This design comes from an exercise in tuning for small area and few clock cycles per item on the open sky130 flow, not from production work. Only simulation tests tie the RTL to the original design; equivalence was not proved. No activity file was given, so power comes from the tool's default toggle rates.

==> inputs of build 15 <==
Design softspi_exp, start of the top module:
module softspi_exp (
    input  wire        clk,
    input  wire        rst,           
    input  wire        cmd_valid,
    output wire        cmd_ready,
    input  wire [31:0] cmd,
    input  wire [31:0] now,           
    output reg         rsp_valid,
    output wire [15:0] rsp_data,
    output reg         rsp_refused,
    output reg         pins_oe,
    output reg         out_data,
    output reg         out_clk,
    output reg         out_latch,
    output reg         in_latch,
    output reg         in_clk,
    input  wire        in_data,
    output reg         dac_cs,
    output reg         dac_data,
    output reg         adc_convst,
    input  wire        adc_data
);
    localparam [2:0] S_IDLE  = 3'd0,
                     S_LAT   = 3'd1,    
                     S_DAC   = 3'd2,    
                     S_SCAN  = 3'd3,    
                     S_READ  = 3'd4,    
                     S_CONV  = 3'd5,    
                     S_RSP   = 3'd6;    
    reg [2:0]  state;
    reg [23:0] out_state;
    reg        out_zero;       
    reg        in_zero;        
    reg        adc_zero;       
    reg [31:0] last;
    reg        primed;
    wire       enabled = pins_oe;    
    reg [127:0] aring;
    reg [15:0]  iring;
    reg [16:0]  dring;
    reg [6:0]   ph_a;          
    reg [3:0]   ph_i;          
    reg [6:0]  bc;             
    reg [2:0]  sub;            
    reg [4:0]  ridx;           
    reg        wv;             
    reg        is_wpin;
    reg        chain;          
    reg        k_rch, k_rpin;  
    wire [7:0] c_op  = cmd[31:24];
    wire [7:0] c_idx = cmd[15:8];
    wire [7:0] c_ch  = cmd[23:16];
    wire z23 = (cmd[23:0] == 24'd0);
    wire z_hi = (cmd[23:16] == 8'd0);
    wire z_lo = (cmd[7:0] == 8'd0);
    wire d_start = (c_op == 8'h01) && z23;
    wire d_stop  = (c_op == 8'h02) && z23;
    wire d_wpin  = (c_op == 8'h10) && z_hi && (cmd[7:1] == 7'd0);
    wire d_wport = (c_op == 8'h11);
    wire d_scan  = (c_op == 8'h20) && z23;
    wire d_rpin  = (c_op == 8'h21) && z_hi && z_lo;
    wire d_setch = (c_op == 8'h30);
    wire d_conv  = (c_op == 8'h40) && z23;
    wire d_rsmp  = (c_op == 8'h41) && z23;
  ...
clock: 10.0 ns
lec_check: 0
cap_margin: 20
core_margin: 2
core_utilization: 65
slew_margin: 20
standard.sh (not shown) runs the stock make flow with config.mk's settings and CLKGATE_MAP_FILE= SYNTH_SCRIPT=/design/flow/synth_recipe.tcl, a recipe that flattens the netlist after the stock synthesis.
==> flow/flow/run.sh <==
#!/bin/bash
# The standard ORFS layout (standard.sh, unchanged synthesis, floorplan, power grid,
# placement, routing), with two settings changed:
#  - port buffers: one buf_1 per input and output port (buffer_ports -buffer_cell),
#    instead of the larger cell buffer_ports picks by default;
#  - clock tree: clkbuf_8 buffers, sink clusters of up to 16 flip-flops within 60 um,
#    no dummy loads.
# The make output goes to standard_flow.log; ORFS keeps each step's log under orfs/logs/.
set -euo pipefail
bash standard.sh \
  "BUFFER_PORTS_ARGS=-buffer_cell sky130_fd_sc_hd__buf_1" \
  "CTS_ARGS=-sink_clustering_enable -repair_clock_nets -dont_use_dummy_load -buf_list sky130_fd_sc_hd__clkbuf_8 -sink_clustering_size 16 -sink_clustering_max_diameter 60" \
  finish > standard_flow.log 2>&1
==> trial 7 (differences from build 15) <==
--- a/flow/design.v
+++ b/flow/design.v
@@ -15,38 +15,41 @@
     output reg         in_latch,
     output reg         in_clk,
     input  wire        in_data,
     output reg         dac_cs,
     output reg         dac_data,
     output reg         adc_convst,
     input  wire        adc_data
 );
-    localparam [2:0] S_IDLE  = 3'd0,
-                     S_LAT   = 3'd1,    
-                     S_DAC   = 3'd2,    
-                     S_SCAN  = 3'd3,    
-                     S_READ  = 3'd4,    
-                     S_CONV  = 3'd5,    
-                     S_RSP   = 3'd6;    
-    reg [2:0]  state;
+    localparam [3:0] S_IDLE  = 4'd0,
+                     S_LAT   = 4'd1,    
+                     S_LATCH = 4'd2,    
+                     S_DAC   = 4'd3,    
+                     S_SCAN  = 4'd4,    
+                     S_READ  = 4'd5,    
+                     S_CONV  = 4'd6,    
+                     S_RPIN  = 4'd7,    
+                     S_RCH   = 4'd8;    
+    reg [3:0]  state;
     reg [23:0] out_state;
     reg        out_zero;       
     reg        in_zero;        
     reg        adc_zero;       
     reg [31:0] last;
     reg        primed;
-    wire       enabled = pins_oe;    
+    reg        enabled;
     reg [127:0] aring;
     reg [15:0]  iring;
     reg [16:0]  dring;
     reg [6:0]   ph_a;          
     reg [3:0]   ph_i;          
     reg [6:0]  bc;             
     reg [2:0]  sub;            
+    reg [1:0]  st;             
     reg [4:0]  ridx;           
     reg        wv;             
     reg        is_wpin;
     reg        chain;          
     reg        k_rch, k_rpin;  
     wire [7:0] c_op  = cmd[31:24];
     wire [7:0] c_idx = cmd[15:8];
     wire [7:0] c_ch  = cmd[23:16];
@@ -69,25 +72,16 @@
     wire [5:0]  el_lo  = {1'b0, now[4:0]} - {1'b0, last[4:0]};
     wire [26:0] el_t   = now[31:5] ^ last[31:5];
     wire [26:0] el_a   = ~now[31:5] & last[31:5];
     wire        el_eq  = ~|el_t;
     wire        el_p1  = el_t[0] & (&(el_t[26:1] ~^ el_a[25:0]));
     wire        el_hz  = el_lo[5] ? el_p1 : el_eq;
     wire        due    = primed || !el_hz || (&el_lo[4:1]);
     assign cmd_ready = (state == S_IDLE);
-    wire fire    = d_task && enabled && due;
-    wire go_lat  = d_start | (d_wpin && c_idx < 8'd24) | d_wport;
-    wire go_dac  = d_setch && c_ch < 8'd2;
-    wire go_scan = d_scan | fire;
-    wire go_read = d_rsmp;
-    wire go_conv = d_conv;
-    wire go_rpin = d_rpin && c_idx < 8'd16 && !in_zero;
-    wire go_rch  = d_rch && c_idx < 8'd8 && !adc_zero;
-    wire go_rsp  = go_rpin | go_rch;
     wire   accept    = cmd_valid && cmd_ready;
     wire [15:0] a_tap;
     genvar gj;
     generate
         for (gj = 0; gj < 16; gj = gj + 1) begin : g_tap
             assign a_tap[15 - gj] = aring[90 - 6 * gj];
         end
     endgenerate
@@ -138,114 +132,141 @@
     always @(posedge clk) begin
         if (accept) begin
             for (m = 7; m < 24; m = m + 1)
                 dring[(16 - 2 * m + 34) % 17] <= cmd[23 - m];
         end else begin
             dring <= {dring[15:0], dring[16]};
         end
     end
+    wire fire = d_task && enabled && due;
     always @(posedge clk) begin
         if (accept && fire)
             last <= now;
         if (accept) begin
             ridx <= cmd[12:8];
             wv   <= cmd[0];
         end
     end
-    wire out_rot = (state == S_LAT) && !bc[5] && !out_clk && (out_b == out_data) && (sub == 3'd3);
+    wire out_rot = (state == S_LAT) && !out_clk && (out_b == out_data) && (st == 2'd3);
     always @(posedge clk) begin
         if (accept && d_wport)
             out_state <= cmd[23:0];
         else if (out_rot)
             out_state <= {out_state[22:0], out_b};
     end
     always @(posedge clk) begin
         if (rst) begin
             state       <= S_IDLE;
             out_zero    <= 1'b1;
             in_zero     <= 1'b1;
             adc_zero    <= 1'b1;
             primed      <= 1'b0;
+            enabled     <= 1'b0;
             rsp_valid   <= 1'b0;
             rsp_refused <= 1'b0;
             k_rch       <= 1'b0;
             k_rpin      <= 1'b0;
             pins_oe     <= 1'b0;
             out_data    <= 1'b0;
             out_clk     <= 1'b0;
             out_latch   <= 1'b0;
             in_latch    <= 1'b1;
             in_clk      <= 1'b1;
             dac_cs      <= 1'b1;
             dac_data    <= 1'b0;
             adc_convst  <= 1'b1;
+            st          <= 2'd0;
         end else begin
             rsp_valid <= 1'b0;
+            st <= (st == 2'd3) ? 2'd3 : st + 2'd1;
             case (state)
             S_IDLE: begin
                 if (accept) begin
                     rsp_refused <= !c_legal;
-                    k_rch   <= go_rch;
-                    k_rpin  <= go_rpin;
+                    k_rch   <= 1'b0;
+                    k_rpin  <= 1'b0;
                     is_wpin <= d_wpin;
                     chain   <= d_start | d_task;
-                    bc      <= go_dac ? 7'd126 : 7'd8;
-                    sub     <= go_dac ? 3'd5 : 3'd0;
-                    state   <= {go_read | go_conv | go_rsp,
-                                go_dac | go_scan | go_rsp,
-                                go_lat | go_scan | go_conv};
-                    rsp_valid <= !(go_lat | go_dac | go_scan | go_read | go_conv | go_rsp);
-                    if (d_start | d_stop) begin
-                        pins_oe  <= d_start;
+                    bc      <= 7'd8;
+                    sub     <= 3'd0;
+                    if (d_start) begin
+                        pins_oe  <= 1'b1;
                         out_zero <= 1'b1;
                         in_zero  <= 1'b1;
-                    end
-                    if (d_start) begin
                         adc_zero <= 1'b1;
                         primed   <= 1'b1;
-                    end
-                    if (d_wport)
+                        enabled  <= 1'b1;
+                        state    <= S_LAT;
+                    end else if (d_stop) begin
+                        pins_oe   <= 1'b0;
+                        in_zero   <= 1'b1;
+                        out_zero  <= 1'b1;
+                        enabled   <= 1'b0;
+                        rsp_valid <= 1'b1;
+                    end else if (d_wpin && c_idx < 8'd24) begin
+                        state <= S_LAT;
+                    end else if (d_wport) begin
                         out_zero <= 1'b0;
-                    if (fire)
+                        state    <= S_LAT;
+                    end else if (d_scan) begin
+                        state <= S_SCAN;
+                    end else if (d_rpin && c_idx < 8'd16 && !in_zero) begin
+                        k_rpin <= 1'b1;
+                        state  <= S_RPIN;
+                    end else if (d_setch && c_ch < 8'd2) begin
+                        sub   <= 3'd5;
+                        bc    <= 7'd126;
+                        state <= S_DAC;
+                    end else if (d_conv) begin
+                        state <= S_CONV;
+                    end else if (d_rsmp) begin
+                        state <= S_READ;
+                    end else if (d_rch && c_idx < 8'd8 && !adc_zero) begin
+                        k_rch <= 1'b1;
+                        state <= S_RCH;
+                    end else if (fire) begin
                         primed <= 1'b0;
+                        state  <= S_SCAN;
+                    end else begin
+                        rsp_valid <= 1'b1;
+                    end
                 end
             end
             S_LAT: begin
-                if (bc[5]) begin
-                    if (!out_latch) begin
-                        out_latch <= 1'b1;
-                    end else begin
-                        out_latch <= 1'b0;
-                        out_clk   <= 1'b0;
-                        out_zero  <= 1'b0;
-                        bc        <= 7'd0;
-                        sub       <= 3'd0;
-                        if (chain) begin
-                            state <= S_DAC;
-                        end else begin
-                            rsp_valid <= 1'b1;
-                            state     <= S_IDLE;
-                        end
+                if (out_clk) begin
+                    out_clk <= 1'b0;
+                    if (out_b != out_data) begin
+                        out_data <= out_b;
+                        st       <= 2'd0;
                     end
+                end else if (out_b != out_data) begin
+                    out_data <= out_b;
+                    st       <= 2'd0;
+                end else if (st == 2'd3) begin
+                    out_clk <= 1'b1;
+                    bc      <= bc + 7'd1;
+                    if (bc[4:0] == 5'd31)
+                        state <= S_LATCH;
+                end
+            end
+            S_LATCH: begin
+                if (!out_latch) begin
+                    out_latch <= 1'b1;
                 end else begin
-                    if (sub != 3'd3)
-                        sub <= sub + 3'd1;
-                    if (out_clk) begin
-                        out_clk <= 1'b0;
-                        if (out_b != out_data) begin
-                            out_data <= out_b;
-                            sub      <= 3'd0;
-                        end
-                    end else if (out_b != out_data) begin
-                        out_data <= out_b;
-                        sub      <= 3'd0;
-                    end else if (sub == 3'd3) begin
-                        out_clk <= 1'b1;
-                        bc      <= bc + 7'd1;
+                    out_latch <= 1'b0;
+                    out_clk   <= 1'b0;
+                    out_zero  <= 1'b0;
+                    bc        <= 7'd0;
+                    sub       <= 3'd0;
+                    if (chain) begin
+                        state <= S_DAC;
+                    end else begin
+                        rsp_valid <= 1'b1;
+                        state     <= S_IDLE;
                     end
                 end
             end
             S_DAC: begin
                 if (bc[6]) begin
                     bc <= bc + 7'd1;
                 end else if (bc == 7'd48) begin
                     dac_cs <= 1'b1;
@@ -332,18 +353,24 @@
                 end else if (sub != 3'd2) begin
                     sub <= sub + 3'd1;
                 end else begin
                     adc_convst <= 1'b1;
                     rsp_valid  <= 1'b1;
                     state      <= S_IDLE;
                 end
             end
-            S_RSP: begin
-                if (k_rch ? rch_hit : rpin_hit) begin
+            S_RPIN: begin
+                if (rpin_hit) begin
+                    rsp_valid <= 1'b1;
+                    state     <= S_IDLE;
+                end
+            end
+            S_RCH: begin
+                if (rch_hit) begin
                     rsp_valid <= 1'b1;
                     state     <= S_IDLE;
                 end
             end
             default: state <= S_IDLE;
             endcase
         end
     end
==> trial 74 (differences from build 15) <==
==> flow/flow/run.sh (replaced) <==
#!/bin/bash
# The standard ORFS layout (standard.sh, unchanged synthesis, floorplan, power grid,
# placement, routing), with these changes:
#  - port buffers: one buf_1 per input and output port (buffer_ports -buffer_cell),
#    instead of the larger cell buffer_ports picks by default;
#  - before placement's repair_design, flow/downsize.tcl puts combinational cells at
#    their smallest drive strength (repair_design and the timing repair after clock
#    tree synthesis size them up again where needed; flip-flops are not touched);
#  - clock tree: clkbuf_8 buffers, sink clusters of up to 16 flip-flops within 60 um,
#    no dummy loads.
# The make output goes to standard_flow.log; ORFS keeps each step's log under orfs/logs/.
set -euo pipefail
here=$(pwd)
bash standard.sh \
  "BUFFER_PORTS_ARGS=-buffer_cell sky130_fd_sc_hd__buf_1" \
  "PRE_RESIZE_TCL=$here/flow/downsize.tcl" \
  "CTS_ARGS=-sink_clustering_enable -repair_clock_nets -dont_use_dummy_load -buf_list sky130_fd_sc_hd__clkbuf_8 -sink_clustering_size 16 -sink_clustering_max_diameter 60" \
  finish > standard_flow.log 2>&1
==> flow/flow/downsize.tcl (new file) <==
# Before repair_design: put each combinational cell at the smallest drive
# strength of its function; repair_design (and the later timing repair)
# upsizes or buffers again wherever slew, capacitance or timing need it.
# Flip-flops, buffers, inverters of the clock and fill/tap cells are left alone.
set dont_use $::env(DONT_USE_CELLS)
set n 0
foreach inst [get_cells *] {
  set cell [get_property $inst ref_name]
  if {![regexp {^(sky130_fd_sc_hd__[a-z0-9]+)_([0-9]+)$} $cell -> base drv]} { continue }
  if {[regexp {__(df|ed|sdf|dl|clk|buf|tap|fill|decap|conb|diode)} $cell]} { continue }
  set best ""
  set best_area [get_property [get_lib_cells */$cell] area]
  foreach d {0 1 2} {
    set cand ${base}_$d
    if {$cand eq $cell || [lsearch -exact $dont_use $cand] >= 0} { continue }
    set lc [get_lib_cells -quiet */$cand]
    if {[llength $lc] == 0} { continue }
    set a [get_property $lc area]
    if {$a < $best_area} { set best $cand; set best_area $a }
  }
  if {$best ne ""} {
    replace_cell $inst $best
    incr n
  }
}
puts "downsize.tcl: resized $n cells to a smaller drive strength"
==> comparison table <==
quantity	trial 7	build 15	trial 74
Outcome	timing/DRC/antenna clean	timing/DRC/antenna clean	timing/DRC/antenna clean
Number of cells in the finished layout apart from fillers	1220	1181	1181
Complex-gate fraction of the synthesized area	0.0826	0.0828	0.0828
Switch share	0.220	0.218	0.216
Clock sinks	269	266	266
Cell area after synthesis	10200 um2	10100 um2	10100 um2
Area of placed instances	10700 um2	10600 um2	10500 um2
Worst supply voltage drop on vdd	180 uV	172 uV	168 uV
End point of the worst hold path	aring[2]	aring[33]	aring[97]
Worst hold-check slack	294 ps	324 ps	316 ps
Number of tap instances	211	188	188
Required time of the critical path	10220 ps	10240 ps	10240 ps
Non-clock buffer area fraction after layout	0.0343	0.0357	0.0360
Fraction of area in registers	0.554	0.555	0.559
Drt pass-1 iters	7	5	5
Sequential power	1140 uW	1120 uW	1120 uW
Starting density of the core	0.668	0.666	0.666
Transition at the pin with the smallest max-transition slack	1030 ps	877 ps	867 ps
Cell area after layout	11000 um2	10900 um2	10800 um2
Cts bufs inserted	22	21	21
Reg power frac	0.652	0.657	0.658
Testbench counts of build 15, summed over its fixed seeds: cycles 525,949, items 2,406.
Testbench counts of trial 7, summed over its fixed seeds: cycles 525,393, items 2,406.
Testbench counts of trial 74, summed over its fixed seeds: cycles 525,949, items 2,406.

port drivers added, routing unchanged:
No port has a modelled driver above. Below, the same layouts with a new extraction and two added sets of constraints. Step 1 (the two cells are an assumption about what drives the block):
set clk [get_ports {clk}]
set_driving_cell -lib_cell sky130_fd_sc_hd__clkbuf_16 $clk
set_driving_cell -lib_cell sky130_fd_sc_hd__buf_2 [delete_from_list [all_inputs] $clk]
Step 2 adds t to the input delays and takes it off the output delays; t is the mean of the earliest and latest rising clock arrival at the registers after step 1. Input paths then give back, and output paths get back, about the clock's delay inside the block. a / b / c = no drivers / after step 1 / after step 2; a / b = the first two.
run | shift t [ns] | setup slack, ns | clock arrival spread, ns | cell pins on the clock port's net
build 15 | 0.562 | 5.447 / 5.459 / 4.897 | 0.025 / 0.024 | 1
trial 7 | 0.551 | 4.999 / 4.976 / 4.425 | 0.083 / 0.084 | 1
trial 74 | 0.573 | 5.207 / 5.221 / 4.648 | 0.028 / 0.027 | 1
After both steps setup and hold are still met in every run listed. For trial 7, which loses most, drivers alone change the setup slack by -0.023 ns; drivers and shift together by -0.574 ns.
